What follows belongs to an exercise in optimizing a design on an open flow for small area; a production flow would make more cautious choices. In this exercise RTL edits were held to simulation tests only and were not proved equivalent to the original. Power is estimated from default activity; no workload was simulated.

==> design/flow/design.v <==
module ow_slave (
    input  wire        clk,
    input  wire        rst,
    input  wire        start,       
    input  wire        stop,        
    input  wire [2:0]  fam,         
    input  wire        ow_in,       
    output reg         ow_pull,     
    input  wire [63:0] rom,         
    output wire [6:0]  mem_addr,
    input  wire [7:0]  mem_data
);
    localparam [10:0] STD_RST_MIN = 11'd1920;
    localparam [10:0] STD_PDH     = 11'd120;
    localparam [10:0] STD_PDL     = 11'd480;
    localparam [10:0] STD_W1L     = 11'd60;
    localparam [10:0] STD_HOLD0   = 11'd120;
    localparam [10:0] OD_RST_MIN  = 11'd192;
    localparam [10:0] OD_RST_MAX  = 11'd320;
    localparam [10:0] OD_PDH      = 11'd12;
    localparam [10:0] OD_PDL      = 11'd64;
    localparam [10:0] OD_W1L      = 11'd8;
    localparam [10:0] OD_HOLD0    = 11'd16;
    localparam [3:0] S_OFF       = 4'd0,
                     S_WAIT_RST  = 4'd1,
                     S_PDH       = 4'd2,
                     S_PDL       = 4'd3,
                     S_RECV_CMD  = 4'd4,
                     S_SEARCH    = 4'd5,
                     S_SEND_ROM  = 4'd6,
                     S_RECV_ADDR = 4'd7,
                     S_SEND_MEM  = 4'd8;
    localparam [1:0] CS_IDLE = 2'd0, CS_ROM = 2'd1, CS_MEM = 2'd2;
    reg [3:0]  state;
    reg [1:0]  cmd_state;
    reg        od;
    reg [2:0]  efam;
    reg        line_q;
    reg        low_act;
    reg [10:0] low_cnt;
    reg [10:0] tmr;           
    reg [5:0]  bit_k;         
    reg [1:0]  phase;         
    reg [15:0] rx_sh;         
    reg [4:0]  rx_cnt;
    reg [7:0]  mptr;
    reg [2:0]  mbit;
    wire stateful = (efam == 3'd2) || (efam == 3'd3) || (efam == 3'd4);
    wire is_1996  = (efam == 3'd4);
    wire [8:0] mem_size = (efam == 3'd2) ? 9'd32 :
                          ((efam == 3'd3) || (efam == 3'd4)) ? 9'd128 : 9'd0;
    assign mem_addr = mptr[6:0];
    wire fall = line_q & ~ow_in;
    wire rise = low_act & ow_in;
    wire is_std_rst   = (low_cnt >= STD_RST_MIN);
    wire is_short_rst = od && (low_cnt >= OD_RST_MIN) && (low_cnt <= OD_RST_MAX);
    wire slot_bit     = od ? (low_cnt < OD_W1L) : (low_cnt < STD_W1L);
    wire ev_slot      = rise && !is_std_rst && !is_short_rst;
    wire ev_reset     = rise && (is_std_rst || is_short_rst);
    wire rom_bit = rom[bit_k];
    reg  tx_bit;
    reg  sending;
    always @(*) begin
        sending = 1'b0;
        tx_bit  = 1'b1;
        case (state)
            S_SEARCH: begin
                sending = (phase != 2'd2);
                tx_bit  = (phase == 2'd0) ? rom_bit : ~rom_bit;
            end
            S_SEND_ROM: begin
                sending = 1'b1;
                tx_bit  = rom_bit;
            end
            S_SEND_MEM: begin
                sending = 1'b1;
                tx_bit  = mem_data[mbit];
            end
            default: ;
        endcase
    end
    wire listening = (state != S_OFF) && (state != S_PDH) && (state != S_PDL);
    wire [7:0] cmd_byte = {slot_bit, rx_sh[15:9]};
    wire [15:0] addr_rx = {slot_bit, rx_sh[15:1]};
    always @(posedge clk) begin
        if (rst) begin
            state     <= S_OFF;
            cmd_state <= CS_IDLE;
            od        <= 1'b0;
            efam      <= 3'd0;
            line_q    <= 1'b1;
            low_act   <= 1'b0;
            low_cnt   <= 11'd0;
            tmr       <= 11'd0;
            bit_k     <= 6'd0;
            phase     <= 2'd0;
            rx_sh     <= 16'd0;
            rx_cnt    <= 5'd0;
            mptr      <= 8'd0;
            mbit      <= 3'd0;
            ow_pull   <= 1'b0;
        end else begin
            line_q <= ow_in;
            if (listening) begin
                if (fall) begin
                    low_act <= 1'b1;
                    low_cnt <= 11'd1;
                end else if (low_act && !ow_in) begin
                    if (low_cnt != 11'h7FF)
                        low_cnt <= low_cnt + 11'd1;
                end else if (rise) begin
                    low_act <= 1'b0;
                end
            end else begin
                low_act <= 1'b0;
            end
            if (listening && ow_pull) begin
                if (tmr == 11'd0)
                    ow_pull <= 1'b0;
                else
                    tmr <= tmr - 11'd1;
            end else if (listening && fall && sending && !tx_bit) begin
                ow_pull <= 1'b1;
                tmr     <= (od ? OD_HOLD0 : STD_HOLD0) - 11'd1;
            end
            if (stop) begin
                state   <= S_OFF;
                od      <= 1'b0;
                ow_pull <= 1'b0;
                low_act <= 1'b0;
            end else if (start) begin
                state     <= S_WAIT_RST;
                cmd_state <= CS_IDLE;
                od        <= 1'b0;
                efam      <= fam;
                low_act   <= 1'b0;
                ow_pull   <= 1'b0;
            end else if (listening && ev_reset) begin
                if (is_1996) begin
                    od        <= 1'b0;
                    cmd_state <= CS_IDLE;
                    state     <= S_PDH;
                    tmr       <= STD_PDH - 11'd1;
                end else if (is_short_rst) begin
                    state <= S_WAIT_RST;
                end else begin
                    if (stateful)
                        cmd_state <= CS_IDLE;
                    state <= S_PDH;
                    tmr   <= (od ? OD_PDH : STD_PDH) - 11'd1;
                end
                ow_pull <= 1'b0;
            end else begin
                case (state)
                    S_PDH: begin
                        if (tmr == 11'd0) begin
                            state   <= S_PDL;
                            ow_pull <= 1'b1;
                            tmr     <= (od ? OD_PDL : STD_PDL) - 11'd1;
                        end else begin
                            tmr <= tmr - 11'd1;
                        end
                    end
                    S_PDL: begin
                        if (tmr == 11'd0) begin
                            state   <= S_RECV_CMD;
                            ow_pull <= 1'b0;
                            rx_cnt  <= 5'd0;
                        end else begin
                            tmr <= tmr - 11'd1;
                        end
                    end
                    S_RECV_CMD: begin
                        if (ev_slot) begin
                            rx_sh  <= {slot_bit, rx_sh[15:1]};
                            rx_cnt <= rx_cnt + 5'd1;
                            if (rx_cnt == 5'd7) begin
                                rx_cnt <= 5'd0;
                                bit_k  <= 6'd0;
                                phase  <= 2'd0;
                                if (stateful) begin
                                    if (cmd_byte == 8'hF0) begin
                                        if (cmd_state == CS_IDLE) begin
                                            cmd_state <= CS_ROM;
                                            state     <= S_SEARCH;
                                        end else if (cmd_state == CS_ROM) begin
                                            cmd_state <= CS_MEM;
                                            state     <= S_RECV_ADDR;
                                        end else begin
                                            state <= S_WAIT_RST;
                                        end
                                    end else if (cmd_byte == 8'h33 && cmd_state == CS_IDLE) begin
                                        cmd_state <= CS_ROM;
                                        state     <= S_SEND_ROM;
                                    end else if (cmd_byte == 8'hCC && cmd_state == CS_IDLE) begin
                                        cmd_state <= CS_ROM;
                                        state     <= S_RECV_CMD;
                                    end else if (cmd_byte == 8'h3C && is_1996 && cmd_state == CS_IDLE) begin
                                        cmd_state <= CS_ROM;
                                        od        <= 1'b1;
                                        state     <= S_RECV_CMD;
                                    end else begin
                                        state <= S_WAIT_RST;
                                    end
                                end else begin
                                    if (cmd_byte == 8'hF0)
                                        state <= S_SEARCH;
                                    else if (cmd_byte == 8'h33)
                                        state <= S_SEND_ROM;
                                    else
                                        state <= S_WAIT_RST;
                                end
                            end
                        end
                    end
                    S_SEARCH: begin
                        if (ev_slot) begin
                            if (phase == 2'd2) begin
                                phase <= 2'd0;
                                bit_k <= bit_k + 6'd1;
                                if (bit_k == 6'd63) begin
                                    rx_cnt <= 5'd0;
                                    state  <= stateful ? S_RECV_CMD : S_WAIT_RST;
                                end
                            end else begin
                                phase <= phase + 2'd1;
                            end
                        end
                    end
                    S_SEND_ROM: begin
                        if (ev_slot) begin
                            bit_k <= bit_k + 6'd1;
                            if (bit_k == 6'd63) begin
                                rx_cnt <= 5'd0;
                                state  <= stateful ? S_RECV_CMD : S_WAIT_RST;
                            end
                        end
                    end
                    S_RECV_ADDR: begin
                        if (ev_slot) begin
                            rx_sh  <= addr_rx;
                            rx_cnt <= rx_cnt + 5'd1;
                            if (rx_cnt == 5'd15) begin
                                rx_cnt <= 5'd0;
                                if ({1'b0, addr_rx} < {8'd0, mem_size}) begin
                                    mptr  <= addr_rx[7:0];
                                    mbit  <= 3'd0;
                                    state <= S_SEND_MEM;
                                end else begin
                                    state <= S_WAIT_RST;
                                end
                            end
                        end
                    end
                    S_SEND_MEM: begin
                        if (ev_slot) begin
                            mbit <= mbit + 3'd1;
                            if (mbit == 3'd7) begin
                                mptr <= mptr + 8'd1;
                                if ({1'b0, mptr} == mem_size - 9'd1)
                                    state <= S_WAIT_RST;
                            end
                        end
                    end
                    default: ;
                endcase
            end
        end
    end
endmodule
module ow_emu (
    input  wire        clk,
    input  wire        rst,
    input  wire [2:0]  fam,
    input  wire        cmd_valid,
    output wire        cmd_ready,
    input  wire [7:0]  opsel,
    input  wire [15:0] a16,
    input  wire [7:0]  d8,
    output reg         rsp_valid,
    output reg  [3:0]  status,
    output reg         ok,
    output reg  [7:0]  rdata,
    input  wire        ow_in,
    output wire        ow_pull
);
    localparam [3:0] ST_OK = 4'd0, ST_ERR_ROLE = 4'd2, ST_ERR_ILLEGAL = 4'd3,
                     ST_ERR_RANGE = 4'd4, ST_ERR_UNSUP = 4'd5;
    localparam [7:0] OP_NOP = 8'h00, OP_CRC_CLR = 8'h01, OP_CRC_BIT = 8'h02,
                     OP_CRC_BYTE = 8'h03, OP_CRC_GET = 8'h05,
                     OP_ROM_WR = 8'h08, OP_ROM_RD = 8'h09, OP_ROM_VALID = 8'h0A,
                     OP_ROM_APPLY = 8'h0B, OP_MEM_WR = 8'h0C, OP_MEM_RD = 8'h0D,
                     OP_AREGS_WR = 8'h0E, OP_AREGS_RD = 8'h0F,
                     OP_EMU_START = 8'h20, OP_EMU_STOP = 8'h21;
    function [7:0] crc8_bit(input [7:0] c, input d);
        begin
            crc8_bit = (c >> 1) ^ ((c[0] ^ d) ? 8'h8C : 8'h00);
        end
    endfunction
    function [7:0] crc8_byte(input [7:0] c, input [7:0] b);
        integer i;
        reg [7:0] t;
        begin
            t = c;
            for (i = 0; i < 8; i = i + 1)
                t = crc8_bit(t, b[i]);
            crc8_byte = t;
        end
    endfunction
    reg [7:0] crc;
    reg [7:0] rom   [0:7];
    reg [7:0] aregs [0:2];
    reg [7:0] mem   [0:127];
    reg       slave;
    wire [6:0] sl_mem_addr;
    wire [7:0] sl_mem_data = mem[sl_mem_addr];
    wire [63:0] rom_flat = {rom[7], rom[6], rom[5], rom[4], rom[3], rom[2], rom[1], rom[0]};
    assign cmd_ready = 1'b1;
    wire go = cmd_valid && cmd_ready;
    function [7:0] rom_crc(input [7:0] b0);
        begin
            rom_crc = crc8_byte(8'h00, b0);
            rom_crc = crc8_byte(rom_crc, rom[1]);
            rom_crc = crc8_byte(rom_crc, rom[2]);
            rom_crc = crc8_byte(rom_crc, rom[3]);
            rom_crc = crc8_byte(rom_crc, rom[4]);
            rom_crc = crc8_byte(rom_crc, rom[5]);
            rom_crc = crc8_byte(rom_crc, rom[6]);
        end
    endfunction
    wire [7:0] valid_crc = rom_crc(rom[0]);
    wire [7:0] apply_crc = rom_crc(d8);
    wire [8:0] mem_size = (fam == 3'd2) ? 9'd32 :
                          ((fam == 3'd3) || (fam == 3'd4)) ? 9'd128 : 9'd0;
    reg       legal;
    reg       need_off;       
    reg       in_range;
    always @(*) begin
        legal    = 1'b1;
        need_off = 1'b0;
        in_range = 1'b1;
        case (opsel)
            OP_NOP, OP_CRC_CLR, OP_CRC_BIT, OP_CRC_BYTE, OP_CRC_GET, OP_ROM_VALID: ;
            OP_ROM_WR: begin need_off = 1'b1; in_range = (a16 <= 16'd7); end
            OP_ROM_RD: in_range = (a16 <= 16'd7);
            OP_ROM_APPLY: need_off = 1'b1;
            OP_MEM_WR: begin need_off = 1'b1; in_range = ({1'b0, a16} < {8'd0, mem_size}); end
            OP_MEM_RD: in_range = ({1'b0, a16} < {8'd0, mem_size});
            OP_AREGS_WR: begin need_off = 1'b1; in_range = (a16 <= 16'd2); end
            OP_AREGS_RD: in_range = (a16 <= 16'd2);
            OP_EMU_START: need_off = 1'b1;
            OP_EMU_STOP: ;
            default: legal = 1'b0;
        endcase
    end
    wire role_bad = (need_off && slave) || (opsel == OP_EMU_STOP && !slave);
    wire unsup    = (opsel == OP_EMU_START) && (fam > 3'd5);
    wire run      = go && legal && !role_bad && !unsup && in_range;
    wire emu_start = run && (opsel == OP_EMU_START);
    wire emu_stop  = run && (opsel == OP_EMU_STOP);
    always @(posedge clk) begin
        if (rst) begin
            crc       <= 8'h00;
            slave     <= 1'b0;
            rsp_valid <= 1'b0;
            status    <= 4'd0;
            ok        <= 1'b0;
            rdata     <= 8'h00;
        end else begin
            rsp_valid <= go;
            if (go) begin
                status <= ST_OK;
                ok     <= 1'b0;
                rdata  <= 8'h00;
                if (!legal)
                    status <= ST_ERR_ILLEGAL;
                else if (role_bad)
                    status <= ST_ERR_ROLE;
                else if (unsup)
                    status <= ST_ERR_UNSUP;
                else if (!in_range)
                    status <= ST_ERR_RANGE;
                else begin
                    ok <= 1'b1;
                    case (opsel)
                        OP_CRC_CLR: crc <= 8'h00;
                        OP_CRC_BIT: begin
                            crc   <= crc8_bit(crc, d8[0]);
                            rdata <= crc8_bit(crc, d8[0]);
                        end
                        OP_CRC_BYTE: begin
                            crc   <= crc8_byte(crc, d8);
                            rdata <= crc8_byte(crc, d8);
                        end
                        OP_CRC_GET: rdata <= crc;
                        OP_ROM_RD:  rdata <= rom[a16[2:0]];
                        OP_ROM_VALID: begin
                            crc   <= valid_crc;
                            rdata <= valid_crc;
                            ok    <= (valid_crc == rom[7]);
                        end
                        OP_ROM_APPLY: begin
                            crc   <= apply_crc;
                            rdata <= apply_crc;
                        end
                        OP_MEM_RD:   rdata <= mem[a16[6:0]];
                        OP_AREGS_RD: rdata <= aregs[a16[1:0]];
                        OP_EMU_START: slave <= 1'b1;
                        OP_EMU_STOP:  slave <= 1'b0;
                        default: ;
                    endcase
                end
            end
        end
    end
    always @(posedge clk) begin
        if (!rst && run) begin
            case (opsel)
                OP_ROM_WR: rom[a16[2:0]] <= d8;
                OP_ROM_APPLY: begin
                    rom[0] <= d8;
                    rom[7] <= apply_crc;
                end
                OP_MEM_WR:   mem[a16[6:0]] <= d8;
                OP_AREGS_WR: aregs[a16[1:0]] <= d8;
                default: ;
            endcase
        end
    end
    ow_slave u_slave (
        .clk      (clk),
        .rst      (rst),
        .start    (emu_start),
        .stop     (emu_stop),
        .fam      (fam),
        .ow_in    (ow_in),
        .ow_pull  (ow_pull),
        .rom      (rom_flat),
        .mem_addr (sl_mem_addr),
        .mem_data (sl_mem_data)
    );
endmodule
==> design/flow/run.sh <==
#!/bin/bash
# synth_recipe.tcl (not shown) runs the flow's synth.tcl, then flattens the netlist and writes it again
# the make line also repeats each setting of config.mk as NAME=value (left out here)
make -C /OpenROAD-flow-scripts/flow DESIGN_CONFIG=/design/flow/config.mk WORK_HOME=/design/flow/orfs CLKGATE_MAP_FILE= SYNTH_SCRIPT=/design/flow/synth_recipe.tcl finish
==> design/flow/config.mk <==
export PLATFORM = sky130hd
export DESIGN_NAME = ow_emu
export DESIGN_NICKNAME = ow_emu
export VERILOG_FILES = /design/flow/design.v
export SDC_FILE = /design/flow/constraint.sdc
export NUM_CORES = 4
export LEC_CHECK = 0
export CAP_MARGIN = 20
export CORE_MARGIN = 2
export CORE_UTILIZATION = 40
export PLACE_DENSITY = 0.6
export SLEW_MARGIN = 20
==> design/flow/constraint.sdc <==
create_clock -name core_clock -period 10.0 [get_ports {clk}]
set_input_delay 2.0000 -clock core_clock [delete_from_list [all_inputs] [get_ports {clk}]]
set_output_delay 2.0000 -clock core_clock [all_outputs]
set_load 0.01 [all_outputs]
==> flow_metrics.py <==
metrics = {
    "run_status": {
        "status": "timing/DRC/antenna clean",
    },
    "sta": {
        "hold_viol": 0,
        "final.setup_skew_ps": 26.8,
        "fmax_ghz": 0.159,
        "relSlewSlack": 0.213,
        "tightestPinTransition_ps": 1170,
        "fin_crit_ps": 6300,
        "fin_crit_sh": 0.630,
        "tns_ps": 0,
        "final-max-slew-violation-count": 0,
        "setup-violations-final": 0,
        "rsz0062_at_grt": "false",
    },
    "synthesis": {
        "async_reset_ff_frac": 0,
        "syn_area_per_cell_um2": 17.7,
        "syn-instance-count": 3472,
        "synth_area_um2": 61500,
        "yosys-top-cells-area": "edfxtp_1 54%, mux4_2 24%, dfxtp_1 3.4%",
        "synth_cell_type_count": 79,
        "seq_area_frac_synth": 0.577,
        "synth_nets": 3524,
        "synth_edf_count": 1112,
        "yosysTopAreaCellShare": 0.543,
        "synth_top_cell_by_area": "edfxtp_1",
        "ys_seq_elements": 1215,
        "ys_warn_count": 2,
        "synth_ff_type": "edfxtp_1",
    },
    "flow_run": {
        "maxCapViolCount": 0,
    },
    "setup_path": {
        "worstPathRequired_ps": 10620,
        "path_class": "primary input to flip-flop",
        "start_kind": "primary input",
        "worstPathArrival_ps": 6920,
        "cp_max_fo": 52,
        "reg2reg_slack_ps": 4230,
        "crit_path_end_kind": "flip-flop",
    },
    "clock_network": {
        "path_clk_slew_ps": 60,
        "numClockSinks": 1215,
        "htree_levels": 4,
        "cts_resized": 0,
        "cts-root-buf": "clkbuf_16",
        "insertion_delay_ps": 770,
        "post_cts_buffers": 0,
        "cts_made_buffers": 136,
        "cts_tree": "done",
        "hold_buffers": 0,
        "cts_buffer_depth": 3,
    },
    "routing": {
        "drc": 0,
        "vias": 34900,
        "post_drt_wl_per_cell_um": 31.0,
        "avgViaCountPerCell": 6.20,
        "drtAntennaViolNets": 0,
        "drtIter0Drc": 4290,
        "drt_pre_antenna_iters": 6,
        "routed_wl_um": 174000,
    },
    "grt": {
        "antenna_found_initial": 12,
        "grt_pass1_wl_um": 253000,
        "grt_usage": 0.222,
        "grt_start_max_net_pins": 133,
        "overflow": 0,
        "grt_pass1_vias": 34800,
    },
    "placed_design": {
        "dpl.hpwl_um": 116000,
        "io_buffers": 52,
        "gp_congestion": 0.871,
    },
    "die": {
        "num_io_pins": 55,
        "rows": 143,
        "start_util": 0.404,
        "fp.coreArea_um2": 152000,
        "die_h_um": 396,
        "die_w_um": 396,
        "die_area_um2": 157000,
    },
    "power": {
        "p_leak_nw": 20.9,
        "power_density_nw_per_um2": 177,
        "irDropWorstVdd_v": 0.000294,
        "power_mw": 12.2,
    },
    "cells_and_area": {
        "fin_nets": 3545,
        "multi_input_area_um2": 25000,
        "drive_above_1_share": 0.277,
        "nFillCells": 12900,
        "register_area_um2": 35500,
        "area_delta_synth_final_pct": 11.7,
    },
    "hold_path": {
        "hp-class": "flip-flop to flip-flop",
    },
}
-- synth_stat cells (6+ instances only) --
library cell and count:
or3_1 17, dfxtp_1 103, nor4_1 7, nand2_1 98, or2_2 11, buf_1 49, or4_1 7, and3_1 8
a211oi_1 14, nor3b_1 8, inv_1 20, ha_1 13, o22ai_1 15, nor2b_1 19, a221oi_1 7, a31oi_1 7
clkbuf_1 153, xor3_1 10, a22oi_1 12, xnor2_2 7, nand4_1 16, xnor3_1 51, buf_2 32, nand3_1 32
nor3_1 43, edfxtp_1 1112, mux4_2 665, a222oi_1 6, xor2_1 62, nor2_1 274, nand2b_1 15, xnor2_1 165
mux2_2 10, mux2i_1 187, o21ai_0 60, a21oi_1 68
-- final timing paths --
path                                            start                        end  cells after the start
worst max-delay path                            d8[5]      rdata[0]$_SDFFE_PP0P_                     13
worst min-delay path            rdata[6]$_SDFFE_PP0P_      rdata[6]$_SDFFE_PP0P_                      2
worst max register to register              flip-flop  u_slave.tmr[5]$_SDFF_PP0_                     13
worst min register to register  rdata[6]$_SDFFE_PP0P_      rdata[6]$_SDFFE_PP0P_                      2
-- cell families (layout without fill, tap and decap cells) --
family / count (synthesis) / count (layout) / share of synthesized area
and+or+nand+nor: 571 / 571 / 0.0422
DFF: 1215 / 1215 / 0.577
AOI/OAI and AO/OA: 249 / 249 / 0.0260
buffers and inverters: 256 / 386 / 0.0164
xor gates and xnor gates: 304 / 304 / 0.0601
muxes: 862 / 862 / 0.276
adders and majority gates: 13 / 13 / 0.00265
other: 2 / 3 / 0.000122
-- worst max-delay path: stages --
cell	delay (ps)
buf_4	450
buf_4	490
xnor3_1	360
xnor3_1	270
xnor2_1	460
xor3_1	440
xnor3_1	500
xnor3_1	390
xnor2_1	350
xnor2_1	210
nor3_1	70
a2111oi_0	670
a32oi_1	190
-- metrics by stage --
stage | instance area, um^2 | utilization | instances | hold WS [ps] | worst slack [ps]
2_1_floorplan | 61500 | - | 3472 | 449 | 3800
3_3_place_gp | 64200 | 0.421 | 5382 | 465 | 3120
6_report | 68700 | 0.451 | 5633 | 490 | 3700
4_1_cts | 68600 | 0.451 | 5630 | 486 | 3740
3_5_place_dp | 64200 | 0.422 | 5383 | 475 | 2900
5_1_grt | 68700 | 0.451 | 5632 | 498 | 3490
-- layer usage --
layer | track usage | vias up | part of all wire
met5 | 0 | - | 0.00015
met4 | 0.0633 | 4 | 0.026
met3 | 0.0470 | 226 | 0.088
met2 | 0.343 | 1792 | 0.47
met1 | 0.319 | 18500 | 0.42
li1 | - | 14400 | -
-- final cells by class --
type	instances	share of cell area
Timing Repair Buffer	119	0.0162
Clock buffer	167	0.0532
Antenna cell	1	0.0000364
Sequential cell	1215	0.516
Inverter	20	0.00109
Clock inverter	80	0.0115
Tap cell	2030	0.0370
Multi-Input combinational cell	2001	0.365
-- where the power goes --
part	switching, mW	internal, mW	leakage [nW]
clock	2.07	2.94	2.16
combinational	0.862	0.728	7.87
sequential	0.00874	5.54	10.8
-- sequential cells by signal, summed over array words and instances, names as in the netlist, 2 cells and up, named ones only --
| register | count |
|---|---|
| u_slave.rx_sh | 15 |
| u_slave.low_cnt | 11 |
| u_slave.phase | 2 |
| status | 3 |
| u_slave.cmd_state | 2 |
| u_slave.efam | 3 |
| crc | 8 |
| u_slave.mbit | 3 |
| u_slave.rx_cnt | 5 |
| u_slave.bit_k | 6 |
| u_slave.state | 4 |
| rom | 64 |
| u_slave.mptr | 8 |
| u_slave.tmr | 11 |
| aregs | 24 |
| rdata | 8 |
| mem | 1024 |
-- cells in the final DEF, fill, tap and decap left out, types with 16 or more instances in the layout --
master	n
a21oi_1	68
buf_4	66
clkbuf_1	23
clkbuf_16	141
clkdlybuf4s50_1	38
clkinv_1	24
clkinv_2	25
dfxtp_1	98
edfxtp_1	1112
inv_1	20
mux2i_1	187
mux4_2	665
nand2_1	98
nand3_1	32
nand4_1	16
nor2_1	271
nor2b_1	19
nor3_1	42
o21ai_0	60
or3_1	17
xnor2_1	165
xnor3_1	51
xor2_1	62

## port drivers added, routing unchanged
How much do the figures lean on ideal ports? The routed layout below was timed once more, with nothing changed but the port constraints. Step 1, drivers: a clkbuf_16 drives clk and a buf_2 each remaining input, both assumed. Step 2 adds t to the input delays and takes it off the output delays; t is the mean of the earliest and latest rising clock arrival at the registers after step 1. Input paths then give back, and output paths get back, about the clock's delay inside the block. Slacks: no drivers / after step 1 / after step 2; pairs: no drivers / after step 1.
shift t [ns]: 0.839
setup WS [ns]: 3.697 / 3.748 / 2.909
slew at the worst register clock pin (ns): 0.07 / 0.07
After both steps this run still meets setup and hold. For this run, drivers alone change the setup slack by +0.051 ns; drivers and shift together by -0.788 ns.
